Background: an optimization exercise with open tools, aiming at small area, a short achievable clock period and few clock cycles. Do not read the settings as production practice. RTL that was checked went through simulation tests only; none was proved equivalent to the original. No activity file was given, so power comes from the tool's default toggle rates.

==> inputs of trial 92 <==
Design line_decoder, start of the top module:
module line_decoder (
    input  wire               clk,
    input  wire               rst,
    input  wire               start,
    input  wire        [2:0]  cmd_scheme,
    input  wire        [15:0] cmd_ncells,
    input  wire signed [15:0] cmd_spb,
    input  wire        [11:0] cmd_fs,
    input  wire               s_valid,
    output wire               s_ready,
    input  wire signed [11:0] s_data,
    output reg                b_valid,
    output reg                b_bit,
    output reg                busy,
    output reg                done,
    output reg         [1:0]  res,
    output wire        [15:0] outlen
);
export LEC_CHECK = 0
export CAP_MARGIN = 20
export CORE_MARGIN = 2
export CORE_UTILIZATION = 40
export PLACE_DENSITY = 0.6
export SLEW_MARGIN = 20
create_clock -name core_clock -period 12.0 [get_ports {clk}]
standard.sh (not shown) runs the stock make flow with config.mk's settings and CLKGATE_MAP_FILE= SYNTH_SCRIPT=/design/flow/synth_recipe.tcl, a recipe that flattens the netlist after the stock synthesis.
==> flow/flow/run.sh <==
#!/bin/bash
# Standard layout, with timing repair aimed at a tighter setup target than the clock period.
set -euo pipefail
bash standard.sh SETUP_SLACK_MARGIN=8.4 finish > standard_flow.log 2>&1
==> inputs of trial 58, as changes to trial 92 <==
--- a/flow/design.v
+++ b/flow/design.v
@@ -8,11 +8,55 @@
 );
     wire signed [16:0] x20 = {y5, 2'b00};
     wire signed [16:0] te  = {3'd0, tm};
     assign tg = x20 + ~te + {16'd0, !tn1};    
     assign tl = x20 + te + {16'd0, tn1};
-    assign tn = -x20;
+    assign tn = ~x20;                         
+endmodule
+module bacc #(parameter BS = 6, parameter [31:0] INIT = 32'hffffffff) (
+    input  wire        clk,
+    input  wire        restart,
+    input  wire [16:0] t,
+    input  wire        ci,
+    output wire        neg
+);
+    localparam NB = (32 + BS - 1) / BS;
+    reg  [31:0]   acc;
+    reg  [NB-2:0] cr;
+    wire [31:0]   a = restart ? INIT : acc;
+    wire [31:0]   b = {{15{t[16]}}, t};
+    wire [NB-1:0] bcin = restart ? {{(NB-1){1'b0}}, ci} : {cr, ci};
+    wire [NB-1:0] bco;
+    wire [31:0]   s;
+    genvar j;
+    generate for (j = 0; j < NB; j = j + 1) begin : blk
+        localparam LO = j * BS;
+        localparam W  = (LO + BS > 32) ? (32 - LO) : BS;
+        wire [W:0] r = {1'b0, a[LO +: W]} + {1'b0, b[LO +: W]} + {{W{1'b0}}, bcin[j]};
+        assign s[LO +: W] = r[W-1:0];
+        assign bco[j] = r[W];
+    end endgenerate
+    always @(posedge clk) begin
+        acc <= s;
+        cr  <= bco[NB-2:0];
+    end
+    wire [NB-1:0] c;
+    assign c[0] = 1'b0;
+    generate for (j = 1; j < NB; j = j + 1) begin : res
+        localparam LO = (j - 1) * BS;
+        wire d = (j == 1) ? 1'b0 : cr[j-2];
+        assign c[j] = (d & c[j-1]) ? (&acc[LO+1 +: BS-1]) : ((d | c[j-1]) & (&acc[LO +: BS]));
+    end endgenerate
+    localparam TL = (NB - 1) * BS;
+    wire dt  = cr[NB-2];
+    wire c31;
+    generate if (TL >= 30) begin : top1
+        assign c31 = (dt & c[NB-1]) | ((dt | c[NB-1]) & acc[30]);
+    end else begin : topn
+        assign c31 = (dt & c[NB-1]) ? (&acc[30:TL+1]) : ((dt | c[NB-1]) & (&acc[30:TL]));
+    end endgenerate
+    assign neg = acc[31] ^ c31;
 endmodule
 module line_decoder (
     input  wire               clk,
     input  wire               rst,
     input  wire               start,
@@ -54,13 +98,14 @@
     reg         s1_p2, s1_cfirst, s1_hfirst, s1_h2, s1_hend, s1_cend, s1_last;
     reg         nxt_cfirst, nxt_hfirst;    
     reg  signed [14:0] y5;
     reg         v2t, v2;
     reg         s2_cfirst, s2_hfirst, s2_h2, s2_hend, s2_cend, s2_last;
-    reg  signed [16:0] ta, tb, tc;
-    reg         s3_rstab, s3_rstc, s3_hend, s3_cend, s3_last;
-    reg  signed [31:0] acc_a, acc_b, acc_c;
+    wire signed [16:0] ta, tb, tc;   
+    wire        ci_ab;
+    wire        s3_rstab, s3_rstc;
+    wire        neg_a, neg_b, neg_c;
     reg         v4_hend, v4_cend, v4_last;
     reg         ref_nz, ref_pos;     
     reg         dm_bit;              
     reg  [7:0]  w_pre, w_pol;        
     reg  [3:0]  w_cnt;
@@ -70,14 +115,14 @@
     wire signed [16:0] tg, tl, tn;
     thr_cmp u_terms (.y5(y5), .tm(tm), .tn1(tn1), .tg(tg), .tl(tl), .tn(tn));
     wire [13:0] y_m  = y5[13:0] ^ {14{y5[14]}};
     wire        y_n  = y5[14];
     wire        y_gt = {y_m, y_n} > {tm, tn1};
-    wire gt  = !acc_a[31];               
-    wire lt  =  acc_b[31];               
+    wire gt  = !neg_a;                   
+    wire lt  =  neg_b;                   
     wire nz  = gt || lt;
-    wire cgt = !acc_c[31];
+    wire cgt = !neg_c;
     reg  line_bit;
     always @(*) begin
         if (f_nrzl)      line_bit = gt;
         else if (f_nrzi) line_bit = nz && ref_nz && (gt != ref_pos);
         else if (f_man)  line_bit = lt || (!gt && cgt);
@@ -215,32 +260,30 @@
             tn1 <= 1'b0;
         end else if (v2t && y_gt) begin
             tm  <= y_m;
             tn1 <= y_n;
         end
-        ta <= !v2 ? 17'sd0 : (f_man && s2_h2) ? tn : tg;
-        tb <= !v2 ? 17'sd0 : (f_man && s2_h2) ? tn : tl;
-        tc <= !v2 ? 17'sd0 : tg;
-        s3_rstab <= v2 && (s2_cfirst || (f_dman && s2_hfirst));
-        s3_rstc  <= v2 && s2_cfirst;
-        s3_hend  <= v2 && s2_hend;
-        s3_cend  <= v2 && s2_cend;
-        s3_last  <= s2_last;
     end
+    assign ci_ab    = v2 && f_man && s2_h2;
+    assign tb       = !v2 ? 17'sd0 : ci_ab ? tn : tl;
+    assign tc       = !v2 ? 17'sd0 : tg;
+    assign ta       = ci_ab ? tn : tc;
+    assign s3_rstab = v2 && (s2_cfirst || (f_dman && s2_hfirst));
+    assign s3_rstc  = v2 && s2_cfirst;
+    bacc #(.INIT(32'hffffffff)) u_acc_a (.clk(clk), .restart(s3_rstab), .t(ta), .ci(ci_ab), .neg(neg_a));
+    bacc #(.INIT(32'h00000000)) u_acc_b (.clk(clk), .restart(s3_rstab), .t(tb), .ci(ci_ab), .neg(neg_b));
+    bacc #(.INIT(32'hffffffff)) u_acc_c (.clk(clk), .restart(s3_rstc),  .t(tc), .ci(1'b0),  .neg(neg_c));
     always @(posedge clk) begin
-        acc_a <= (s3_rstab ? -32'sd1 : acc_a) + {{15{ta[16]}}, ta};
-        acc_b <= (s3_rstab ?  32'sd0 : acc_b) + {{15{tb[16]}}, tb};
-        acc_c <= (s3_rstc  ? -32'sd1 : acc_c) + {{15{tc[16]}}, tc};
-        v4_last <= s3_last;
+        v4_last <= s2_last;
     end
     always @(posedge clk) begin
         if (rst) begin
             v4_hend <= 1'b0;
             v4_cend <= 1'b0;
         end else begin
-            v4_hend <= s3_hend;
-            v4_cend <= s3_cend;
+            v4_hend <= v2 && s2_hend;
+            v4_cend <= v2 && s2_cend;
         end
     end
     always @(posedge clk) begin
         if (rst) begin
             b_valid <= 1'b0;
==> flow/flow/run.sh (replaced) <==
#!/bin/bash
# Standard layout, with timing repair aimed at a tighter setup target than the clock period.
set -euo pipefail
bash standard.sh SETUP_SLACK_MARGIN=8.7 CORE_UTILIZATION=60 PLACE_DENSITY=0.75 CTS_CLUSTER_SIZE=24 CTS_CLUSTER_DIAMETER=80 finish > standard_flow.log 2>&1
==> inputs of build 75, as changes to trial 92 <==
--- a/flow/design.v
+++ b/flow/design.v
@@ -8,11 +8,55 @@
 );
     wire signed [16:0] x20 = {y5, 2'b00};
     wire signed [16:0] te  = {3'd0, tm};
     assign tg = x20 + ~te + {16'd0, !tn1};    
     assign tl = x20 + te + {16'd0, tn1};
-    assign tn = -x20;
+    assign tn = ~x20;                         
+endmodule
+module bacc #(parameter BS = 6, parameter [31:0] INIT = 32'hffffffff) (
+    input  wire        clk,
+    input  wire        restart,
+    input  wire [16:0] t,
+    input  wire        ci,
+    output wire        neg
+);
+    localparam NB = (32 + BS - 1) / BS;
+    reg  [31:0]   acc;
+    reg  [NB-2:0] cr;
+    wire [31:0]   a = restart ? INIT : acc;
+    wire [31:0]   b = {{15{t[16]}}, t};
+    wire [NB-1:0] bcin = restart ? {{(NB-1){1'b0}}, ci} : {cr, ci};
+    wire [NB-1:0] bco;
+    wire [31:0]   s;
+    genvar j;
+    generate for (j = 0; j < NB; j = j + 1) begin : blk
+        localparam LO = j * BS;
+        localparam W  = (LO + BS > 32) ? (32 - LO) : BS;
+        wire [W:0] r = {1'b0, a[LO +: W]} + {1'b0, b[LO +: W]} + {{W{1'b0}}, bcin[j]};
+        assign s[LO +: W] = r[W-1:0];
+        assign bco[j] = r[W];
+    end endgenerate
+    always @(posedge clk) begin
+        acc <= s;
+        cr  <= bco[NB-2:0];
+    end
+    wire [NB-1:0] c;
+    assign c[0] = 1'b0;
+    generate for (j = 1; j < NB; j = j + 1) begin : res
+        localparam LO = (j - 1) * BS;
+        wire d = (j == 1) ? 1'b0 : cr[j-2];
+        assign c[j] = (d & c[j-1]) ? (&acc[LO+1 +: BS-1]) : ((d | c[j-1]) & (&acc[LO +: BS]));
+    end endgenerate
+    localparam TL = (NB - 1) * BS;
+    wire dt  = cr[NB-2];
+    wire c31;
+    generate if (TL >= 30) begin : top1
+        assign c31 = (dt & c[NB-1]) | ((dt | c[NB-1]) & acc[30]);
+    end else begin : topn
+        assign c31 = (dt & c[NB-1]) ? (&acc[30:TL+1]) : ((dt | c[NB-1]) & (&acc[30:TL]));
+    end endgenerate
+    assign neg = acc[31] ^ c31;
 endmodule
 module line_decoder (
     input  wire               clk,
     input  wire               rst,
     input  wire               start,
@@ -54,13 +98,15 @@
     reg         s1_p2, s1_cfirst, s1_hfirst, s1_h2, s1_hend, s1_cend, s1_last;
     reg         nxt_cfirst, nxt_hfirst;    
     reg  signed [14:0] y5;
     reg         v2t, v2;
     reg         s2_cfirst, s2_hfirst, s2_h2, s2_hend, s2_cend, s2_last;
-    reg  signed [16:0] ta, tb, tc;
+    reg  signed [16:0] tc, tb;      
+    wire signed [16:0] ta;
     reg         s3_rstab, s3_rstc, s3_hend, s3_cend, s3_last;
-    reg  signed [31:0] acc_a, acc_b, acc_c;
+    reg         ci_ab;       
+    wire        neg_a, neg_b, neg_c;
     reg         v4_hend, v4_cend, v4_last;
     reg         ref_nz, ref_pos;     
     reg         dm_bit;              
     reg  [7:0]  w_pre, w_pol;        
     reg  [3:0]  w_cnt;
@@ -70,14 +116,14 @@
     wire signed [16:0] tg, tl, tn;
     thr_cmp u_terms (.y5(y5), .tm(tm), .tn1(tn1), .tg(tg), .tl(tl), .tn(tn));
     wire [13:0] y_m  = y5[13:0] ^ {14{y5[14]}};
     wire        y_n  = y5[14];
     wire        y_gt = {y_m, y_n} > {tm, tn1};
-    wire gt  = !acc_a[31];               
-    wire lt  =  acc_b[31];               
+    wire gt  = !neg_a;                   
+    wire lt  =  neg_b;                   
     wire nz  = gt || lt;
-    wire cgt = !acc_c[31];
+    wire cgt = !neg_c;
     reg  line_bit;
     always @(*) begin
         if (f_nrzl)      line_bit = gt;
         else if (f_nrzi) line_bit = nz && ref_nz && (gt != ref_pos);
         else if (f_man)  line_bit = lt || (!gt && cgt);
@@ -215,23 +261,24 @@
             tn1 <= 1'b0;
         end else if (v2t && y_gt) begin
             tm  <= y_m;
             tn1 <= y_n;
         end
-        ta <= !v2 ? 17'sd0 : (f_man && s2_h2) ? tn : tg;
         tb <= !v2 ? 17'sd0 : (f_man && s2_h2) ? tn : tl;
+        ci_ab <= v2 && f_man && s2_h2;
         tc <= !v2 ? 17'sd0 : tg;
         s3_rstab <= v2 && (s2_cfirst || (f_dman && s2_hfirst));
         s3_rstc  <= v2 && s2_cfirst;
         s3_hend  <= v2 && s2_hend;
         s3_cend  <= v2 && s2_cend;
         s3_last  <= s2_last;
     end
+    assign ta = ci_ab ? tb : tc;
+    bacc #(.INIT(32'hffffffff)) u_acc_a (.clk(clk), .restart(s3_rstab), .t(ta), .ci(ci_ab), .neg(neg_a));
+    bacc #(.INIT(32'h00000000)) u_acc_b (.clk(clk), .restart(s3_rstab), .t(tb), .ci(ci_ab), .neg(neg_b));
+    bacc #(.INIT(32'hffffffff)) u_acc_c (.clk(clk), .restart(s3_rstc),  .t(tc), .ci(1'b0),  .neg(neg_c));
     always @(posedge clk) begin
-        acc_a <= (s3_rstab ? -32'sd1 : acc_a) + {{15{ta[16]}}, ta};
-        acc_b <= (s3_rstab ?  32'sd0 : acc_b) + {{15{tb[16]}}, tb};
-        acc_c <= (s3_rstc  ? -32'sd1 : acc_c) + {{15{tc[16]}}, tc};
         v4_last <= s3_last;
     end
     always @(posedge clk) begin
         if (rst) begin
             v4_hend <= 1'b0;
==> flow/run.sh (new file) <==
#!/bin/bash
# synth_recipe.tcl (not shown) runs the flow's synth.tcl, then flattens the netlist and writes it again
# the make line also repeats each setting of config.mk as NAME=value (left out here)
make -C /OpenROAD-flow-scripts/flow DESIGN_CONFIG=/design/flow/config.mk WORK_HOME=/design/flow/orfs CLKGATE_MAP_FILE= SYNTH_SCRIPT=/design/flow/synth_recipe.tcl finish
Settings changed: CORE_UTILIZATION 40 to 60, CTS_CLUSTER_DIAMETER set to 80, CTS_CLUSTER_SIZE set to 24, PLACE_DENSITY 0.6 to 0.75, SETUP_SLACK_MARGIN set to 5.
removed: flow/flow/run.sh
removed: flow/standard.sh
==> comparison table <==
item                                                                                   build 75                 trial 58                 trial 92
Status                                                                  complete, no violations  complete, no violations  complete, no violations
Largest fanout of any net on the critical path                                               19                        3                        3
Combinational share of power                                                              14.6%                    21.6%                    13.2%
Share of the yosys chip area belonging to registers                                       42.4%                    39.0%                    40.0%
Count of routing violations after the opening detailed-route iteration                      653                    1,019                      687
Number of vias after detailed routing                                                    12,100                   13,300                   14,200
Post-synthesis area per instance                                                      9.91 um^2                9.48 um^2                9.10 um^2
Min-delay src                                                                             s1_h2                  s2_last                  s1_hend
Number of setup buffers added after CTS                                                       0                       90                        1
Seq area share                                                                            38.6%                    31.8%                    34.2%
Clock transition at path regs                                                           0.09 ns                  0.10 ns                  0.06 ns
CTS sink cnt                                                                                318                      278                      318
Register share of total power                                                             56.2%                    48.8%                    42.7%
Pre-Repair DR Iteration Count                                                                 4                        8                        5
WL met1                                                                               16,300 um                17,600 um                19,700 um
Fill cell instance count of the final layout                                              2,227                    1,849                    4,326
Avg Vias per Cell                                                                          5.54                     5.84                     5.25
Tap Cells                                                                                   378                      341                      600
Sequential cell power                                                                   1180 uW                  1060 uW                  1180 uW
Testbench counts of trial 92, summed over its fixed seeds: cycles 62,204.
Testbench counts of build 75, summed over its fixed seeds: cycles 62,204.
Only the layout flow was run in trial 58; the RTL was not checked for function there.

==> what the ideal ports hide <==
In the flow no input, the clock included, has a driving cell. The finished layouts below were timed again as built, in two steps.
Step 1 (the two cells are an assumption about what drives the block):
set clk [get_ports {clk}]
set_driving_cell -lib_cell sky130_fd_sc_hd__clkbuf_16 $clk
set_driving_cell -lib_cell sky130_fd_sc_hd__buf_2 [delete_from_list [all_inputs] $clk]
Step 2 adds t to the input delays and takes it off the output delays; t is the mean of the earliest and latest rising clock arrival at the registers after step 1. Input paths then give back, and output paths get back, about the clock's delay inside the block.
Three values: ideal ports, drivers, drivers and shift; two values: the first two.
run	t, ns	setup WS [ns]	hold WS [ns]	cell pins on the clock port's net
trial 92	0.609	8.437 / 8.384 / 7.884	0.326 / 0.326 / 0.326	1
trial 58	0.570	8.360 / 8.360 / 8.188	0.332 / 0.332 / 0.332	1
build 75	0.551	7.552 / 7.559 / 7.007	0.335 / 0.335 / 0.335	1
After both steps every run listed still meets setup and hold. For trial 92, which loses most, drivers alone change the setup slack by -0.053 ns; drivers and shift together by -0.553 ns.
